This design comes from an exercise in tuning for small area, a short achievable clock period and few clock cycles per item on the open sky130 flow, not from production work. The RTL was checked by simulation tests, not by an equivalence proof against the original design.

==> flow/design.v, too long to show whole: its modules and the start of the top module <==
// module blade_fmul_s1: 81 lines
// module blade_fmul_s2: 57 lines
// module blade_fmul: 20 lines
// module blade_mul24: 1025 lines
// module blade_fadd_s1: 48 lines
// module blade_fadd_s2: 95 lines
// module blade_fadd: 15 lines
// module blade_biquad: 224 lines
module blade_biquad (
    input  wire        clk,
    input  wire        rst,
    input  wire        cmd_valid,
    output wire        cmd_ready,
    input  wire        cmd_clear,
    input  wire [31:0] cmd_x0,
    input  wire [31:0] cmd_x1,
    input  wire [31:0] cmd_b0,
    input  wire [31:0] cmd_b1,
    input  wire [31:0] cmd_b2,
    input  wire [31:0] cmd_a1,
    input  wire [31:0] cmd_a2,
    output reg         rsp_valid,
    output reg  [31:0] rsp_y0,
    output reg  [31:0] rsp_y1
);
  // ...
==> flow/flow/run.sh <==
#!/bin/bash
# Layout flow: the standard ORFS flow (standard.sh, unchanged synthesis,
# floorplan, placement, CTS and routing at the design's clock and
# constraints), with a larger setup-slack margin for OpenROAD's repair_timing
# so that the resizer also shortens paths that already meet the 24 ns clock.
# standard.sh's full output goes to standard.log in this folder; the ORFS
# logs of each step stay under orfs/logs.
set -eo pipefail
export SETUP_SLACK_MARGIN=17.5
bash standard.sh > standard.log 2>&1
test -s out/final.def
==> flow/standard.sh <==
#!/bin/bash
# synth_recipe.tcl (not shown) runs the flow's synth.tcl, then flattens the netlist and writes it again
# the make line also repeats each setting of config.mk as NAME=value (left out here)
make -C /OpenROAD-flow-scripts/flow DESIGN_CONFIG=/design/flow/config.mk WORK_HOME=/design/flow/orfs CLKGATE_MAP_FILE= SYNTH_SCRIPT=/design/flow/synth_recipe.tcl "${@:-finish}"
==> flow/config.mk <==
export PLATFORM = sky130hd
export DESIGN_NAME = blade_biquad
export DESIGN_NICKNAME = blade_biquad
export VERILOG_FILES = /design/flow/design.v
export SDC_FILE = /design/flow/constraint.sdc
export NUM_CORES = 4
export LEC_CHECK = 0
export ABC_AREA = 1
export CAP_MARGIN = 20
export CORE_MARGIN = 2
export CORE_UTILIZATION = 55
export PLACE_DENSITY = 0.72
export SLEW_MARGIN = 20
==> flow/constraint.sdc <==
create_clock -name core_clock -period 24.0 [get_ports {clk}]
set_input_delay 4.8000 -clock core_clock [delete_from_list [all_inputs] [get_ports {clk}]]
set_output_delay 4.8000 -clock core_clock [all_outputs]
set_load 0.01 [all_outputs]
==> out/metrics.cfg, run 1 <==
[final_layout]
share_of_final_layout_standard_cells_stronger_than_drive_strength_1_pct=5.488
layout.cell_area.non_filler_um2=67160
final_util_pct=61.87
n_all_inverters=1700
area_growth_syn_to_layout_pct=11.83

[synth]
post_synth_num_cell_types=76
postSynthNetCount=9106
synth_top_area_cell=sky130_fd_sc_hd__edfxtp_1
synth.yosys.seq_area_share_pct=28.80
synth_area_leaders=sky130_fd_sc_hd__edfxtp_1, sky130_fd_sc_hd__fa_1, sky130_fd_sc_hd__nand2_1
synth-seq-cells=686

[place]
place_inst=9578
dp_hpwl_um=166000

[hold_path]
holdCritPathClass=register to register

[run_status]
outcome=complete, no violations

[timing]
final_min_period_over_clock_period_pct=26.93

[setup_path]
worst-path-max-fanout=1
timing.critical_path.to=rsp_y0[10]
r2r_start=ar_bl[20]$_SDFF_PP0_

[routing]
drt_first_iter_violations=7094
wl_um=222000

[clocking]
postCtsHoldBufs=0
worst_skew_pair.late_latency_ps=690
cts_max_path_buffers=3

[global_routing]
grt_start_max_net_pins=118

[floorplanning]
start_util_pct=55.33

Testbench counts, summed over its fixed seeds: cycles 28,840, items 4,800.
==> module blade_fadd_s1, before the edit <==
module blade_fadd_s1 (
    input  wire [31:0] a,
    input  wire [31:0] b,
    input  wire        sub,
    output wire [23:0] mp,      
    output reg  [26:0] bl,      
    output wire        eff_sub,
    output wire [7:0]  xp,      
    output wire        sp,      
    output wire        zs,      
    output wire        nan,
    output wire        inf,
    output wire        is       
);
    wire [31:0] bb = {b[31] ^ sub, b[30:0]};
    wire a_max = (a[30:23] == 8'hFF);
    wire b_max = (bb[30:23] == 8'hFF);
    wire a_nan = a_max && (a[22:0] != 0);
    wire b_nan = b_max && (bb[22:0] != 0);
    wire a_inf = a_max && (a[22:0] == 0);
    wire b_inf = b_max && (bb[22:0] == 0);
    assign nan = a_nan || b_nan || (a_inf && b_inf && (a[31] != bb[31]));
    assign inf = a_inf || b_inf;
    assign is  = a_inf ? a[31] : bb[31];
    assign zs  = a[31] & bb[31];
    wire        swap = bb[30:0] > a[30:0];
    wire [31:0] p = swap ? bb : a;
    wire [31:0] q = swap ? a : bb;
    wire        p_n = p[30:23] != 0;
    wire        q_n = q[30:23] != 0;
    assign      mp = {p_n, p[22:0]};
    wire [23:0] mq = {q_n, q[22:0]};
    wire [7:0]  xa = (a[30:23] == 0) ? 8'd1 : a[30:23];
    wire [7:0]  xb = (bb[30:23] == 0) ? 8'd1 : bb[30:23];
    wire [7:0]  dab = xa - xb;
    wire [7:0]  dba = xb - xa;
    wire [7:0]  d  = swap ? dba : dab;
    assign      eff_sub = p[31] ^ q[31];
    assign xp = p_n ? p[30:23] : 8'd1;
    assign sp = p[31];
    reg [4:0]  ds;
    reg [50:0] qw;
    always @* begin
        ds = (d > 8'd26) ? 5'd26 : d[4:0];
        qw = {mq, 27'd0} >> ds;
        bl = {qw[50:27], qw[26], qw[25], |qw[24:0]};
    end
endmodule
==> module blade_fadd_s2, before the edit <==
module blade_fadd_s2 (
    input  wire [23:0] mp,
    input  wire [26:0] bl,
    input  wire        eff_sub,
    input  wire [7:0]  xp,
    input  wire        sp,
    input  wire        zs,
    input  wire        nan,
    input  wire        inf,
    input  wire        is,
    output reg  [31:0] y
);
    wire [27:0] S = eff_sub ? ({1'b0, mp, 3'b000} - {1'b0, bl}) : ({1'b0, mp, 3'b000} + {1'b0, bl});
    wire [7:0]  xm1 = xp - 8'd1;
    wire [26:0] lim = (xm1 <= 8'd26) ? (27'h4000000 >> xm1[4:0]) : 27'd0;
    wire [31:0] v   = {S[26:0] | lim, 5'b11111};
    function [1:0] lzc2(input [1:0] x);
        lzc2 = {x == 2'b00, x == 2'b01};
    endfunction
    function [2:0] lzc4(input [3:0] x);
        reg [1:0] h, l;
        begin
            h = lzc2(x[3:2]);
            l = lzc2(x[1:0]);
            lzc4 = h[1] ? {l[1], 1'b1, l[0]} : {1'b0, h};
        end
    endfunction
    function [3:0] lzc8(input [7:0] x);
        reg [2:0] h, l;
        begin
            h = lzc4(x[7:4]);
            l = lzc4(x[3:0]);
            lzc8 = h[2] ? {l[2], 1'b1, l[1:0]} : {1'b0, h};
        end
    endfunction
    function [4:0] lzc16(input [15:0] x);
        reg [3:0] h, l;
        begin
            h = lzc8(x[15:8]);
            l = lzc8(x[7:0]);
            lzc16 = h[3] ? {l[3], 1'b1, l[2:0]} : {1'b0, h};
        end
    endfunction
    function [5:0] lzc32(input [31:0] x);
        reg [4:0] h, l;
        begin
            h = lzc16(x[31:16]);
            l = lzc16(x[15:0]);
            lzc32 = h[4] ? {l[4], 1'b1, l[3:0]} : {1'b0, h};
        end
    endfunction
    wire [5:0]  lzv = lzc32(v);         
    wire [4:0]  ls  = lzv[4:0];
    wire [26:0] n16 = ls[4] ? {S[10:0], 16'd0} : S[26:0];
    wire [26:0] n8  = ls[3] ? {n16[18:0], 8'd0} : n16;
    wire [26:0] n4  = ls[2] ? {n8[22:0], 4'd0} : n8;
    wire [26:0] n2  = ls[1] ? {n4[24:0], 2'd0} : n4;
    wire [26:0] n1  = ls[0] ? {n2[25:0], 1'd0} : n2;
    reg [26:0] N;
    reg [23:0] m;
    reg        rnd;
    reg [7:0]  ef;
    wire [23:0] mi  = {1'b0, m[22:0]} + {23'd0, rnd};
    wire [7:0]  xp1 = xp + 8'd1;
    wire [7:0]  xp2 = xp + 8'd2;
    wire [7:0]  el0 = xp - {3'd0, ls};
    wire [7:0]  el1 = xp1 - {3'd0, ls};
    reg  [7:0]  ef1;
    always @* begin
        if (S[27]) begin
            N   = S[27:1] | {26'd0, S[0]};
            m   = N[26:3];
            ef  = xp1;
            ef1 = xp2;
        end else begin
            N   = n1;
            m   = N[26:3];
            ef  = m[23] ? el0 : 8'd0;
            ef1 = m[23] ? el1 : 8'd1;
        end
        rnd = N[2] & (N[1] | N[0] | m[0]);
    end
    always @* begin
        if (nan)
            y = 32'h7FC00000;
        else if (inf)
            y = {is, 8'hFF, 23'd0};
        else if (S == 0)
            y = {zs, 31'd0};
        else if (S[27] && xp == 8'd254)      
            y = {sp, 8'hFF, 23'd0};
        else
            y = {sp, mi[23] ? ef1 : ef, mi[22:0]};
    end
endmodule
==> module blade_fadd, before the edit <==
module blade_fadd (
    input  wire [31:0] a,
    input  wire [31:0] b,
    input  wire        sub,
    output wire [31:0] y
);
    wire [23:0] mp;
    wire [26:0] bl;
    wire        eff_sub;
    wire [7:0]  xp;
    wire        sp, zs, nan, inf, is;
    blade_fadd_s1 u1 (.a(a), .b(b), .sub(sub), .mp(mp), .bl(bl), .eff_sub(eff_sub), .xp(xp),
                      .sp(sp), .zs(zs), .nan(nan), .inf(inf), .is(is));
    blade_fadd_s2 u2 (.mp(mp), .bl(bl), .eff_sub(eff_sub), .xp(xp), .sp(sp), .zs(zs), .nan(nan), .inf(inf), .is(is), .y(y));
endmodule
==> module blade_biquad, before the edit <==
module blade_biquad (
    input  wire        clk,
    input  wire        rst,
    input  wire        cmd_valid,
    output wire        cmd_ready,
    input  wire        cmd_clear,
    input  wire [31:0] cmd_x0,
    input  wire [31:0] cmd_x1,
    input  wire [31:0] cmd_b0,
    input  wire [31:0] cmd_b1,
    input  wire [31:0] cmd_b2,
    input  wire [31:0] cmd_a1,
    input  wire [31:0] cmd_a2,
    output reg         rsp_valid,
    output reg  [31:0] rsp_y0,
    output reg  [31:0] rsp_y1
);
    reg [12:1] f;
    reg [22:1] g;
    reg        clr_ok;
    reg [4:0] fc;
    reg       cv;
    always @(posedge clk) begin
        fc[0] <= cmd_b1[30:0] == 31'd0;
        fc[1] <= cmd_b2[15:0] == cmd_b0[15:0];
        fc[2] <= cmd_b2[31:16] == {~cmd_b0[31], cmd_b0[30:16]};
        fc[3] <= cmd_x0[30:23] != 8'hFF;
        fc[4] <= cmd_x1[30:23] != 8'hFF;
        cv    <= !rst && cmd_valid && !cmd_clear && !cmd_ready;
    end
    wire fast_cond = &fc;
    wire fast_busy = |f;
    wire gbusy     = |g;
    wire fast_slot = !(|f[5:1]) && !f[7] && !f[8] && !gbusy;
    wire start_f   = cv && fast_cond && fast_slot;
    wire start_g   = cv && !fast_cond && !fast_busy && !gbusy;
    assign cmd_ready = f[3] || g[12] || clr_ok;
    wire clear_acc = clr_ok;
    wire [11:0] fN = {f[11:1], start_f};
    wire [21:0] gN = {g[21:1], start_g};
    localparam [2:0] D_NONE = 3'd0, D_S1_0 = 3'd3, D_S1_1 = 3'd4, D_S2_0 = 3'd5,
                     D_S2_1 = 3'd6;
    localparam [2:0] A_S1_0 = 3'd3, A_S1_1 = 3'd4, A_S2_0 = 3'd5, A_S2_1 = 3'd6,
                     A_TB0 = 3'd1, A_TB1 = 3'd2;
    reg ld_x1, ld_b1, ld_b2, ld_y, hold_a, ld_a1, ld_a2, ld_r;  
    reg [2:0] a_src;                                
    reg b_tn, b_tz_0, a_sub;                        
    reg lat_a, lat_z, lat_zb;                       
    reg tb0_pm, tb1_pm, tb_neg;                     
    reg ld_r0, ld_r1;                               
    reg [2:0] a_dst;                                
    always @(posedge clk) begin
        ld_x1  <= fN[2] || gN[9] || gN[10] || gN[11];
        ld_b1  <= gN[0] || gN[10];
        ld_b2  <= gN[1] || gN[11];
        ld_r   <= fN[3] || fN[6] || fN[4] || fN[7] ||              
                  gN[3] || gN[13] || gN[6] || gN[16] || gN[7] || gN[17];   
        ld_y   <= fN[3] || fN[6] || gN[3] || gN[7] || gN[13] || gN[17];
        hold_a <= fN[4] || fN[7] || gN[4] || gN[5] || gN[6] || gN[14] || gN[15] || gN[16];
        ld_a1  <= fN[3] || fN[6] || gN[3] || gN[13];
        ld_a2  <= fN[4] || fN[7] || gN[6] || gN[16];
        a_src  <= (fN[1] || gN[1])   ? A_S1_0 :
                  (fN[4] || gN[11])  ? A_S1_1 :
                  (fN[5] || gN[9])   ? A_S2_0 :
                  (fN[8] || gN[19])  ? A_S2_1 :
                  (fN[6] || gN[5] || gN[18]) ? A_TB0 : A_TB1;
        b_tn   <= fN[6] || fN[9];
        b_tz_0 <= fN[6];
        a_sub  <= fN[7] || fN[10] || gN[6] || gN[9] || gN[16] || gN[19];
        lat_a  <= fN[2] || gN[0];
        lat_z  <= fN[2];
        lat_zb <= fN[8];
        tb0_pm <= fN[2] || gN[3] || gN[14];
        tb1_pm <= fN[5] || gN[4] || gN[13];
        tb_neg <= fN[2] || fN[5];
        ld_r0  <= fN[4] || gN[4];
        ld_r1  <= fN[7] || gN[14];
        a_dst  <= rst                ? D_NONE :
                  (fN[6] || gN[10])  ? D_S1_0 :
                  (fN[7] || gN[9])   ? D_S2_0 :
                  (fN[9] || gN[20])  ? D_S1_1 :
                  (fN[10] || gN[19]) ? D_S2_1 : D_NONE;
    end
    reg [31:0] areg, breg;           
    reg        areg_h, breg_h;       
    reg [31:0] a1r, a2r;             
    reg [31:0] pm;                   
    reg [31:0] aop;                  
    reg [31:0] tb0, tb1;             
    reg [31:0] s1_0, s1_1, s2_0, s2_1;
    reg [3:0]  sv;
    reg        zA0, zA1, zB1;        
    wire [21:0] m_plo;
    wire [26:0] m_ph0, m_ph1;
    wire [7:0]  m_e8;
    wire [4:0]  m_lz;
    wire [5:0]  m_t;
    wire        m_tz, m_ovf0, m_ovf1;
    wire        m_sy;
    wire [1:0]  m_spec;
    blade_fmul_s1 u_m1 (.a(areg), .b(breg), .ha(areg_h), .hb(breg_h), .plo(m_plo), .ph0(m_ph0), .ph1(m_ph1),
                        .e8(m_e8), .lz(m_lz), .tz(m_tz), .ovf0(m_ovf0), .ovf1(m_ovf1),
                        .t(m_t), .sy(m_sy), .spec(m_spec));
    reg  [21:0] mr_plo;
    reg  [26:0] mr_ph0, mr_ph1;
    reg  [7:0]  mr_e8;
    reg  [5:0]  mr_t;
    reg         mr_tz, mr_ovf0, mr_ovf1;
    reg         mr_sy;
    reg  [1:0]  mr_spec;
    wire [31:0] m_y;
    blade_fmul_s2 u_m2 (.plo(mr_plo), .ph0(mr_ph0), .ph1(mr_ph1), .e8(mr_e8), .tz(mr_tz),
                        .ovf0(mr_ovf0), .ovf1(mr_ovf1), .t(mr_t), .sy(mr_sy), .spec(mr_spec),
                        .y(m_y));
    wire        b_tz    = b_tz_0 ? zA0 : zB1;
    wire        pm_zero = (pm[30:0] == 31'd0);
    wire        tn_sign = pm_zero ? (~pm[31] & b_tz) : ~pm[31];
    wire [31:0] add_b = {b_tn ? tn_sign : pm[31], pm[30:0]};
    wire [23:0] a_mp;
    wire [26:0] a_bl;
    wire        a_es;
    wire [7:0]  a_xp;
    wire        a_sp, a_zs, a_nan, a_inf, a_is;
    blade_fadd_s1 u_a1 (.a(aop), .b(add_b), .sub(a_sub), .mp(a_mp), .bl(a_bl),
                        .eff_sub(a_es), .xp(a_xp), .sp(a_sp), .zs(a_zs), .nan(a_nan),
                        .inf(a_inf), .is(a_is));
    reg  [23:0] ar_mp;
    reg  [26:0] ar_bl;
    reg         ar_es;
    reg  [7:0]  ar_xp;
    reg         ar_sp, ar_zs, ar_nan, ar_inf, ar_is;
    reg  [2:0]  ar_dst;
    wire [31:0] a_y;
    blade_fadd_s2 u_a2 (.mp(ar_mp), .bl(ar_bl), .eff_sub(ar_es), .xp(ar_xp), .sp(ar_sp),
                        .zs(ar_zs), .nan(ar_nan), .inf(ar_inf), .is(ar_is), .y(a_y));
    wire [31:0] areg_d = ld_y ? a_y : ld_x1 ? cmd_x1 : cmd_x0;
    wire [31:0] breg_p = ld_b1 ? cmd_b1 : ld_b2 ? cmd_b2 : cmd_b0;
    wire [31:0] breg_r = ld_a1 ? a1r : ld_a2 ? a2r : 32'h3F800000;
    wire [31:0] breg_d = ld_r ? breg_r : breg_p;
    reg  [31:0] aop_r;
    always @* begin
        case (a_src)
            A_S1_0:  aop_r = sv[0] ? s1_0 : 32'd0;
            A_S1_1:  aop_r = sv[1] ? s1_1 : 32'd0;
            A_S2_0:  aop_r = sv[2] ? s2_0 : 32'd0;
            A_S2_1:  aop_r = sv[3] ? s2_1 : 32'd0;
            A_TB0:   aop_r = tb0;
            default: aop_r = tb1;
        endcase
    end
    wire [31:0] aop_d = (ar_dst == a_src) ? a_y : aop_r;
    always @(posedge clk) begin
        mr_plo   <= m_plo;
        mr_ph0   <= m_ph0;
        mr_ph1   <= m_ph1;
        mr_e8    <= m_e8;
        mr_t     <= m_t;
        mr_tz    <= m_tz;
        mr_ovf0  <= m_ovf0;
        mr_ovf1  <= m_ovf1;
        mr_sy    <= m_sy;
        mr_spec  <= m_spec;
        pm       <= m_y;
        ar_mp   <= a_mp;
        ar_bl   <= a_bl;
        ar_es   <= a_es;
        ar_xp   <= a_xp;
        ar_sp   <= a_sp;
        ar_zs   <= a_zs;
        ar_nan  <= a_nan;
        ar_inf  <= a_inf;
        ar_is   <= a_is;
        aop <= aop_d;
        if (!hold_a) begin
            areg   <= areg_d;
            areg_h <= areg_d[30:23] != 8'd0;
        end
        breg   <= breg_d;
        breg_h <= breg_d[30:23] != 8'd0;
        if (lat_a) begin
            a1r <= cmd_a1;
            a2r <= cmd_a2;
        end
        if (lat_z) begin
            zA0 <= cmd_b1[31] ^ cmd_x0[31];
            zA1 <= cmd_b1[31] ^ cmd_x1[31];
        end
        if (lat_zb)
            zB1 <= zA1;
        if (tb0_pm)
            tb0 <= {pm[31] ^ tb_neg, pm[30:0]};
        if (tb1_pm)
            tb1 <= {pm[31] ^ tb_neg, pm[30:0]};
        if (ld_r0) rsp_y0 <= areg;
        if (ld_r1) rsp_y1 <= areg;
        f <= rst ? 12'd0 : fN;
        g <= rst ? 22'd0 : gN;
        if (rst) begin
            clr_ok    <= 1'b0;
            rsp_valid <= 1'b0;
            ar_dst    <= D_NONE;
            sv        <= 4'd0;
        end else begin
            ar_dst <= a_dst;
            clr_ok <= cmd_valid && cmd_clear && !clear_acc && !gbusy &&
                      !(|f[11:1]);
            rsp_valid <= f[8] || g[15];
            if (clear_acc)
                sv <= 4'd0;
            else begin
                if (ar_dst == D_S1_0) sv[0] <= 1'b1;
                if (ar_dst == D_S1_1) sv[1] <= 1'b1;
                if (ar_dst == D_S2_0) sv[2] <= 1'b1;
                if (ar_dst == D_S2_1) sv[3] <= 1'b1;
            end
        end
    end
    always @(posedge clk) begin
        if (ar_dst == D_S1_0) s1_0 <= a_y;
        if (ar_dst == D_S1_1) s1_1 <= a_y;
        if (ar_dst == D_S2_0) s2_0 <= a_y;
        if (ar_dst == D_S2_1) s2_1 <= a_y;
    end
endmodule
==> inputs of run 2 (changes only) <==
--- a/flow/design.v
+++ b/flow/design.v
@@ -1189,6 +1189,7 @@
     output reg  [26:0] bl,      
     output wire        eff_sub,
     output wire [7:0]  xp,      
+    output wire [7:0]  xm1,     
     output wire        sp,      
     output wire        zs,      
     output wire        nan,
@@ -1219,7 +1220,8 @@
     wire [7:0]  dba = xb - xa;
     wire [7:0]  d  = swap ? dba : dab;
     assign      eff_sub = p[31] ^ q[31];
-    assign xp = p_n ? p[30:23] : 8'd1;
+    assign xp  = p_n ? p[30:23] : 8'd1;
+    assign xm1 = p_n ? p[30:23] - 8'd1 : 8'd0;
     assign sp = p[31];
     reg [4:0]  ds;
     reg [50:0] qw;
@@ -1234,15 +1236,16 @@
     input  wire [26:0] bl,
     input  wire        eff_sub,
     input  wire [7:0]  xp,
+    input  wire [7:0]  xm1,     
     input  wire        sp,
     input  wire        zs,
     input  wire        nan,
     input  wire        inf,
     input  wire        is,
-    output reg  [31:0] y
+    output reg  [31:0] y,
+    output reg         yh       
 );
     wire [27:0] S = eff_sub ? ({1'b0, mp, 3'b000} - {1'b0, bl}) : ({1'b0, mp, 3'b000} + {1'b0, bl});
-    wire [7:0]  xm1 = xp - 8'd1;
     wire [26:0] lim = (xm1 <= 8'd26) ? (27'h4000000 >> xm1[4:0]) : 27'd0;
     wire [31:0] v   = {S[26:0] | lim, 5'b11111};
     function [1:0] lzc2(input [1:0] x);
@@ -1323,6 +1326,14 @@
         else
             y = {sp, mi[23] ? ef1 : ef, mi[22:0]};
     end
+    always @* begin
+        if (nan || inf)
+            yh = 1'b1;
+        else if (S == 0)
+            yh = 1'b0;
+        else
+            yh = m[23] | mi[23] | S[27];
+    end
 endmodule
 module blade_fadd (
     input  wire [31:0] a,
@@ -1333,11 +1344,11 @@
     wire [23:0] mp;
     wire [26:0] bl;
     wire        eff_sub;
-    wire [7:0]  xp;
+    wire [7:0]  xp, xm1;
     wire        sp, zs, nan, inf, is;
     blade_fadd_s1 u1 (.a(a), .b(b), .sub(sub), .mp(mp), .bl(bl), .eff_sub(eff_sub), .xp(xp),
-                      .sp(sp), .zs(zs), .nan(nan), .inf(inf), .is(is));
-    blade_fadd_s2 u2 (.mp(mp), .bl(bl), .eff_sub(eff_sub), .xp(xp), .sp(sp), .zs(zs), .nan(nan), .inf(inf), .is(is), .y(y));
+                      .xm1(xm1), .sp(sp), .zs(zs), .nan(nan), .inf(inf), .is(is));
+    blade_fadd_s2 u2 (.mp(mp), .bl(bl), .eff_sub(eff_sub), .xp(xp), .xm1(xm1), .sp(sp), .zs(zs), .nan(nan), .inf(inf), .is(is), .y(y), .yh());
 endmodule
 module blade_biquad (
     input  wire        clk,
@@ -1460,20 +1471,22 @@
     wire [23:0] a_mp;
     wire [26:0] a_bl;
     wire        a_es;
-    wire [7:0]  a_xp;
+    wire [7:0]  a_xp, a_xm1;
     wire        a_sp, a_zs, a_nan, a_inf, a_is;
     blade_fadd_s1 u_a1 (.a(aop), .b(add_b), .sub(a_sub), .mp(a_mp), .bl(a_bl),
-                        .eff_sub(a_es), .xp(a_xp), .sp(a_sp), .zs(a_zs), .nan(a_nan),
+                        .eff_sub(a_es), .xp(a_xp), .xm1(a_xm1), .sp(a_sp), .zs(a_zs), .nan(a_nan),
                         .inf(a_inf), .is(a_is));
     reg  [23:0] ar_mp;
     reg  [26:0] ar_bl;
     reg         ar_es;
-    reg  [7:0]  ar_xp;
+    reg  [7:0]  ar_xp, ar_xm1;
     reg         ar_sp, ar_zs, ar_nan, ar_inf, ar_is;
     reg  [2:0]  ar_dst;
     wire [31:0] a_y;
-    blade_fadd_s2 u_a2 (.mp(ar_mp), .bl(ar_bl), .eff_sub(ar_es), .xp(ar_xp), .sp(ar_sp),
-                        .zs(ar_zs), .nan(ar_nan), .inf(ar_inf), .is(ar_is), .y(a_y));
+    wire        a_yh;
+    blade_fadd_s2 u_a2 (.mp(ar_mp), .bl(ar_bl), .eff_sub(ar_es), .xp(ar_xp), .xm1(ar_xm1), .sp(ar_sp),
+                        .zs(ar_zs), .nan(ar_nan), .inf(ar_inf), .is(ar_is), .y(a_y),
+                        .yh(a_yh));
     wire [31:0] areg_d = ld_y ? a_y : ld_x1 ? cmd_x1 : cmd_x0;
     wire [31:0] breg_p = ld_b1 ? cmd_b1 : ld_b2 ? cmd_b2 : cmd_b0;
     wire [31:0] breg_r = ld_a1 ? a1r : ld_a2 ? a2r : 32'h3F800000;
@@ -1506,6 +1519,7 @@
         ar_bl   <= a_bl;
         ar_es   <= a_es;
         ar_xp   <= a_xp;
+        ar_xm1  <= a_xm1;
         ar_sp   <= a_sp;
         ar_zs   <= a_zs;
         ar_nan  <= a_nan;
@@ -1514,7 +1528,7 @@
         aop <= aop_d;
         if (!hold_a) begin
             areg   <= areg_d;
-            areg_h <= areg_d[30:23] != 8'd0;
+            areg_h <= ld_y ? a_yh : ld_x1 ? (cmd_x1[30:23] != 8'd0) : (cmd_x0[30:23] != 8'd0);
         end
         breg   <= breg_d;
         breg_h <= breg_d[30:23] != 8'd0;
==> run 2 against run 1 <==
Register-to-register slack better by 270 ps. Clock-buffer cell count stayed put. Maximum frequency hardly changed. Hold slack worse by 21 ps. Largest cell class unchanged. Highest routed layer unchanged. First-iteration DRC count is 24% lower. Worst setup slack worse by 2.8 ps. Via count is 3.9% lower. Clock skew is 11 ps lower.
==> out/metrics.cfg, run 2 <==
[run_status]
outcome=complete, no violations

[final_layout]
finish.cell_count_without_fillers=9691
final_cell_mix=sky130_fd_sc_hd__nand2_1, sky130_fd_sc_hd__inv_1, sky130_fd_sc_hd__nand3_1
share_of_final_layout_standard_cells_stronger_than_drive_strength_1_pct=5.174  ; -0.31 points
mostFrequentLayoutCell=sky130_fd_sc_hd__nand2_1
area_growth_syn_to_layout_pct=11.00
final_util_pct=61.44  ; -0.43 points
final_nets=9159

[setup_path]
bufs_and_invs_on_worst_path=1
delay_contributed_by_the_slowest_stage_of_the_critical_path_ps=660
flop_to_flop_setup_slack_ps=17950
startpoint_type=register
critPathCaptureType=primary output
critPathArrivalTime_ps=1670
crit_path_cell_trace=clkdlybuf4s50_1
timing.critical_path.max_delay_family=buffers and inverters
cp_data_required_time_ps=19200
worst-path-max-fanout=1  ; unchanged
crit_path_class=register to primary output
path_depth=1
worstRegToRegCells=22
worst_path_max_delay_cell=sky130_fd_sc_hd__clkdlybuf4s50_1

[synth]
yosysMostFrequentCell=sky130_fd_sc_hd__nand2_1
most_used_standard_cells_in_the_synthesized_netlist=sky130_fd_sc_hd__nand2_1, sky130_fd_sc_hd__inv_1, sky130_fd_sc_hd__nand3_1
synth_area_in_simple_gates_pct=24.43
synth-seq-cells=694  ; +1.2%
synth-compound-area-share_pct=9.991
netlist_instances=8107
post_synth_num_cell_types=81  ; +6.6%
yosys.area_share.xor_xnor_pct=1.820
yosys.area_share.adder_pct=21.18
synth_ff_type=sky130_fd_sc_hd__edfxtp_1
synth_top_family_by_area=simple AND/OR/NAND/NOR gates
netlist.area_leader.share_pct=17.77
synth.avg_cell_area_um2=7.421
synth_area_leaders=sky130_fd_sc_hd__edfxtp_1, sky130_fd_sc_hd__fa_1, sky130_fd_sc_hd__nand2_1
synth.yosys.seq_area_share_pct=29.02  ; +0.21 points
postSynthNetCount=9057  ; -0.54%
netlist_area_um2=60160
ys_warn_count=5
edff_count_synth=356
post_synth_mux_area_share_pct=0.2683
asyncSetResetFlopFracSynth_pct=0
synth_top_area_cell=sky130_fd_sc_hd__edfxtp_1

[timing]
finalHoldViolations=0
post_layout_minimum_cycle_time_ps=6467
final-max-slew-violation-count=0
final_min_period_over_clock_period_pct=26.94  ; about the same
finClkSkew_ps=44.61
worstMarginPinSlew_ps=1088
relSlewSlack_pct=26.69
final.setup.tns_ps=0
fin_ws_ps=17530
clock.fmax_mhz=154.6
setup_violating_endpoint_count_in_the_final_report=0
grt_setup_unrepaired=yes

[clocking]
worst_skew_pair.late_latency_ps=670  ; -20 ps
cts_setup_buffers=0
cts_tree=built
tritoncts_num_sinks=694
number_of_buffers_created_by_cts=75
clock_tree.root_cell=sky130_fd_sc_hd__clkbuf_16
clk_pin_slew_worst_paths_ps=60
htree_levels=3
cts_max_path_buffers=3  ; unchanged

[global_routing]
grt_start_max_net_pins=123  ; +4.2%
grt.met3_usage_pct=7.101
grt-busiest-layer=met2
groute.layer.met1.usage_pct=43.50
overflow=0
grt_pass1_vias=53700
groute.layer.met2.usage_pct=60.88
antenna_found_initial=7
groute.usage.overall_pct=35.89
first_pass_grt_wire_length_um=308800

[routing]
post_drt_wl_per_cell_um=20.95
route.vias.total=54334
antenna_left=0
wl_um=203000  ; -8.5%
drt_pre_antenna_iters=8
drt_first_iter_violations=5406  ; -24%
drc=0
post_drt_via_cell_ratio=5.607

[floorplanning]
die_height_um=334.7
start_util_pct=55.35  ; about the same
die_area_um2=112100
num_rows=121
die_width_um=334.7
io_pins=294
core_um2=108700

[place]
place_inst=9545  ; -0.34%
place_worst_setup_slack_ps=17650
gp_congestion=1.022
place.port_buffers=293
dp_hpwl_um=151200  ; -8.9%

[flow_run]
max_cap_violations=0

[hold_path]
number_of_cells_on_the_worst_hold_path=0
holdCritPathClass=register to register

## run 2: cell types whose count changed after synthesis, sizes merged, moves of 8 or more
cell	change
nand3	-118
o21ai	+41
inv	+32
nor2	+27
o2111ai	+24
nand2	-17
nand4	-16
o211ai	+16
clkbuf	-15
a21oi	-10
a32oi	-10
xnor2	-10
dfxtp	+8
## run 2: per-stage QoR
stage,cell area (um^2),hold slack (ps)
3_5_place_dp,64140,377.6
2_1_floorplan,60160,351.1
3_3_place_gp,64140,378.8
5_1_grt,66770,395.1
4_1_cts,66730,385.9
6_report,66780,388.8
## run 2: per-layer routing
layer,share of wire [%],vias to the layer above
met5,0.028,-
met4,5.6,8
met3,8.8,626
met2,48,2640
met1,38,25574
li1,-,25486
## run 2: kinds of logic after synthesis
group	after synthesis
XOR/XNOR	125
AO/OA/AOI/OAI	1025
flip-flops	694
AND/OR/NAND/NOR	3433
adder cells (fa/ha/maj)	722
buffers and inverters	2092
multiplexers	16
## run 2: worst register-to-register path, cell delays in order (launching register included)
cell and delay [ps]:
sky130_fd_sc_hd__edfxtp_1 550, sky130_fd_sc_hd__buf_4 450, sky130_fd_sc_hd__nand2_1 140, sky130_fd_sc_hd__inv_1 110, sky130_fd_sc_hd__fa_1 440, sky130_fd_sc_hd__fa_1 540
sky130_fd_sc_hd__inv_1 50, sky130_fd_sc_hd__fa_1 500, sky130_fd_sc_hd__fa_1 540, sky130_fd_sc_hd__inv_1 40, sky130_fd_sc_hd__ha_1 340, sky130_fd_sc_hd__nand2_1 70
sky130_fd_sc_hd__o21ai_0 300, sky130_fd_sc_hd__a21oi_1 120, sky130_fd_sc_hd__o21bai_1 220, sky130_fd_sc_hd__a21o_1 150, sky130_fd_sc_hd__a21oi_1 90, sky130_fd_sc_hd__o21ai_0 280
sky130_fd_sc_hd__a21oi_1 130, sky130_fd_sc_hd__o21ai_0 270, sky130_fd_sc_hd__nand3_1 140, sky130_fd_sc_hd__nand2_1 120, sky130_fd_sc_hd__xor2_1 330
## run 2: what timing repair did
action | in CTS | in global routing
setup endpoints to repair | 1 | 33
gates resized for setup | 1 | 5
cloned | 0 | 1
hold buffers | 0 | 0
pin swaps | 0 | 1
## run 2: final timing paths
path | to | startpoint
min reg2reg | lat_z$_DFF_P_ | f[2]$_SDFF_PP0_
min | lat_z$_DFF_P_ | f[2]$_SDFF_PP0_
max | rsp_y1[31] | rsp_y1[31]$_DFFE_PP_
max reg2reg | mr_plo[18]$_DFF_P_ | areg[7]$_DFFE_PN_
## run 2: cell type report
class / instances / area, um^2
Tap cell: 1414 / 1769
Fill cell: 9777 / 41920
Multi-Input combinational cell: 5322 / 34800
Clock inverter: 31 / 444.2
Inverter: 1729 / 6500
Timing Repair Buffer: 387 / 3637
Antenna cell: 5 / 12.51
Clock buffer: 109 / 2147
Sequential cell: 694 / 17470
Testbench counts of run 2, summed over its fixed seeds: cycles 28,840, items 4,800.
==> inputs of run 3 (changes only) <==
--- a/flow/flow/run.sh
+++ b/flow/flow/run.sh
@@ -6,6 +6,6 @@
 # standard.sh's full output goes to standard.log in this folder; the ORFS
 # logs of each step stay under orfs/logs.
 set -eo pipefail
-export SETUP_SLACK_MARGIN=17.5
+export SETUP_SLACK_MARGIN=18.5
 bash standard.sh > standard.log 2>&1
 test -s out/final.def
--- a/flow/config.mk
+++ b/flow/config.mk
@@ -8,6 +8,6 @@
 export ABC_AREA = 1
 export CAP_MARGIN = 20
 export CORE_MARGIN = 2
-export CORE_UTILIZATION = 55
-export PLACE_DENSITY = 0.72
+export CORE_UTILIZATION = 62
+export PLACE_DENSITY = 0.78
 export SLEW_MARGIN = 20
==> run 3 against run 2 <==
Worst setup slack gained 350 ps. Global-route usage rose by 4.9 points. Die area shrank 11%. Hold slack worse by 9.4 ps. Clock skew rose by 12 ps. Sequential cell count unchanged. Wire length rose by 3.5%. Sequential share of layout area is 0.62 points lower. Largest cell class unchanged.
==> out/metrics.cfg, run 3 <==
[run_status]
outcome=complete, no violations

[setup_path]
regToRegEndpoint=mr_plo[21]$_DFF_P_
worst-path-max-fanout=2  ; +1
critPathArrivalTime_ps=1320  ; -350 ps
startpoint_type=register
worstRegToRegCells=17  ; -23%
crit_path_cell_trace=inv_2, nand3_4, buf_6
timing.critical_path.to=cmd_ready
worst_setup_path_startpoint=f[3]$_SDFF_PP0_
r2r_start=areg[10]$_DFFE_PN_
flop_to_flop_setup_slack_ps=18470  ; +520 ps
critPathCaptureType=primary output
crit_path_class=register to primary output
cp_data_required_time_ps=19200  ; about the same
delay_contributed_by_the_slowest_stage_of_the_critical_path_ps=330  ; -330 ps
worst_path_max_delay_cell=sky130_fd_sc_hd__dfxtp_2

[timing]
finClkSkew_ps=56.44  ; +11.83 ps
finalHoldViolations=0  ; unchanged
setup_violating_endpoint_count_in_the_final_report=0  ; unchanged
fin_ws_ps=17880  ; +347.5 ps
post_layout_minimum_cycle_time_ps=6119  ; -347.5 ps
hold-worst-slack_ps=379.5  ; -9.357 ps
grt_setup_unrepaired=yes
final-max-slew-violation-count=0  ; unchanged
clock.fmax_mhz=163.4  ; +5.7%
relSlewSlack_pct=26.67  ; about the same
worstMarginPinSlew_ps=1097  ; +9.198 ps
final.setup.tns_ps=0  ; unchanged
final_min_period_over_clock_period_pct=25.50  ; -1.4 points

[global_routing]
antenna_found_initial=8  ; +1
grt_start_max_net_pins=118  ; -4.1%
overflow=0  ; unchanged
groute.usage.overall_pct=40.80  ; +4.9 points
grt_pass1_vias=54872  ; +2.2%
first_pass_grt_wire_length_um=310400  ; +0.53%

[synth]
synth.yosys.seq_area_share_pct=29.02  ; unchanged
synth_area_in_simple_gates_pct=24.43  ; unchanged
synth_ff_type=sky130_fd_sc_hd__edfxtp_1
edff_count_synth=356  ; unchanged
synth-seq-cells=694  ; unchanged
synth_area_leaders=sky130_fd_sc_hd__edfxtp_1, sky130_fd_sc_hd__fa_1, sky130_fd_sc_hd__nand2_1
post_synth_num_cell_types=81  ; unchanged
yosysMostFrequentCell=sky130_fd_sc_hd__nand2_1
netlist_instances=8107  ; unchanged
netlist.area_leader.share_pct=17.77  ; unchanged
synth-compound-area-share_pct=9.991  ; unchanged
synth_top_family_by_area=simple AND/OR/NAND/NOR gates
post_synth_mux_area_share_pct=0.2683  ; unchanged
netlist_area_um2=60160  ; unchanged
synth_top_area_cell=sky130_fd_sc_hd__edfxtp_1
asyncSetResetFlopFracSynth_pct=0  ; unchanged
yosys.area_share.adder_pct=21.18  ; unchanged
ys_warn_count=5  ; unchanged
most_used_standard_cells_in_the_synthesized_netlist=sky130_fd_sc_hd__nand2_1, sky130_fd_sc_hd__inv_1, sky130_fd_sc_hd__nand3_1
postSynthNetCount=9057  ; unchanged
yosys.area_share.xor_xnor_pct=1.820  ; unchanged
synth.avg_cell_area_um2=7.421  ; unchanged

[routing]
wl_um=210200  ; +3.5%
route.vias.total=56222  ; +3.5%
post_drt_via_cell_ratio=5.829  ; +4.0%
drt_pre_antenna_iters=9  ; +1
antenna_left=0  ; unchanged
drt_first_iter_violations=5711  ; +5.6%
drc=0  ; unchanged
post_drt_wl_per_cell_um=21.79  ; +4.0%

[place]
place.port_buffers=293  ; unchanged
gp_congestion=0.9995  ; -2.2%
place_worst_setup_slack_ps=17620  ; -33.20 ps
place_inst=9407  ; -1.4%
dp_hpwl_um=150700  ; -0.34%

[final_layout]
area_growth_syn_to_layout_pct=13.76
final_cell_mix=sky130_fd_sc_hd__nand2_1, sky130_fd_sc_hd__inv_1, sky130_fd_sc_hd__nand3_1
share_of_final_layout_standard_cells_stronger_than_drive_strength_1_pct=9.074  ; +3.9 points
final_nets=9255  ; +1.0%
final.fill_count=7753  ; -21%
finish.cell_count_without_fillers=9646  ; -0.46%
mostFrequentLayoutCell=sky130_fd_sc_hd__nand2_1

[hold_path]
holdCritPathClass=register to register

[floorplanning]
start_util_pct=62.40  ; +7.0 points
die_height_um=315.5  ; -5.7%
core_um2=96420  ; -11%
io_pins=294  ; unchanged
die_area_um2=99550  ; -11%
num_rows=114  ; -5.8%
die_width_um=315.5  ; -5.7%

[clocking]
number_of_buffers_created_by_cts=73  ; -2.7%
clock_tree.root_cell=sky130_fd_sc_hd__clkbuf_16
clk_pin_slew_worst_paths_ps=70  ; about the same
htree_levels=3  ; unchanged
tritoncts_num_sinks=694  ; unchanged
worst_skew_pair.late_latency_ps=670  ; about the same
cts_tree=built
cts_max_path_buffers=3  ; unchanged

[flow_run]
max_cap_violations=0  ; unchanged

run 3: cell counts after synthesis:
Identical to the previous run, type by type.
run 3: repair_timing:
action,CTS,global route
pin swaps,18,56
setup endpoints to repair,160,291
resized for setup,345,251
cloned,5,11
setup buffers,22,61
hold buffers,0,0
run 3: layout make-up:
type	instances	area [um^2]	area share [%]
Multi-Input combinational cell	5328	35780	52.27
Clock inverter	31	396.6	0.5795
Tap cell	1276	1597	2.333
Timing Repair inverter	2	15.01	0.02194
Clock buffer	104	2192	3.203
Inverter	1729	6549	9.568
Timing Repair Buffer	477	4427	6.468
Sequential cell	694	17480	25.54
Antenna cell	5	12.51	0.01828
run 3: cells by family (layout without fill, tap and decap cells):
logic type | after synthesis | count (layout)
other | 0 | 5
flip-flops | 694 | 694
multiplexers | 16 | 16
AND/OR/NAND/NOR | 3433 | 3440
XOR/XNOR | 125 | 125
adder cells (fa/ha/maj) | 722 | 722
AO/OA/AOI/OAI | 1025 | 1025
buffers and inverters | 2092 | 2343
run 3: critical path, delay by kind of cell (launching register included):
kind	cells	cell delay, ps
AND/OR/NAND/NOR	1	90
buffers and inverters	2	220
flip-flops	1	330
run 3: how the worst min path moves through the flow:
stage / startpoint / endpoint / slack (ps) / cells after the start
3_3_place_gp: f[2]$_SDFF_PP0_ / lat_z$_DFF_P_ / 360 / 0
3_5_place_dp: f[2]$_SDFF_PP0_ / lat_z$_DFF_P_ / 360 / 0
6_report: f[2]$_SDFF_PP0_ / lat_z$_DFF_P_ / 380 / 0
4_1_cts: f[2]$_SDFF_PP0_ / lat_z$_DFF_P_ / 370 / 0
5_1_grt: f[2]$_SDFF_PP0_ / lat_z$_DFF_P_ / 380 / 0
2_1_floorplan: f[2]$_SDFF_PP0_ / lat_z$_DFF_P_ / 350 / 0
run 3: layer usage:
| layer | GRT usage [%] | wire (um) | vias up |
|---|---|---|---|
| li1 | - | - | 25732 |
| met1 | 47.18 | 72630 | 26341 |
| met3 | 7.917 | 20360 | 900 |
| met2 | 68.60 | 99690 | 3247 |
| met5 | 0 | 14 | - |
| met4 | 28.17 | 17500 | 2 |
run 3: per-stage QoR:
step	cell area, um^2	utilization, %
after global routing	68440	70.98
after global placement	64040	66.41
final	68440	70.98
after CTS	66800	69.28
after detailed placement	64040	66.41
after floorplan	60240	-

==> re-timing with driven ports <==
In the flow no input, the clock included, has a driving cell. The finished layouts below were timed again as built, in two steps. Step 1 assumes that a clkbuf_16 drives the clock port and a buf_2 every other input. Step 2 times the ports against the registers' clock, not the clock port: input delays grow and output delays shrink by t, the midpoint of the rising clock arrivals with the driver on. Three values: no drivers, after step 1, after step 2; two values: the first two.
run | t (ns) | setup WS [ns] | clock arrival spread, ns | pins driven straight from the clock port
run 1 | 0.737 | 17.536 / 17.459 / 17.120 | 0.055 / 0.056 | 1
run 2 | 0.722 | 17.533 / 17.457 / 17.596 | 0.045 / 0.045 | 1
run 3 | 0.721 | 17.881 / 17.804 / 17.816 | 0.061 / 0.060 | 1
After both steps setup and hold are still met in every run listed. For run 1, which loses most, drivers alone change the setup slack by -0.077 ns; drivers and shift together by -0.416 ns.
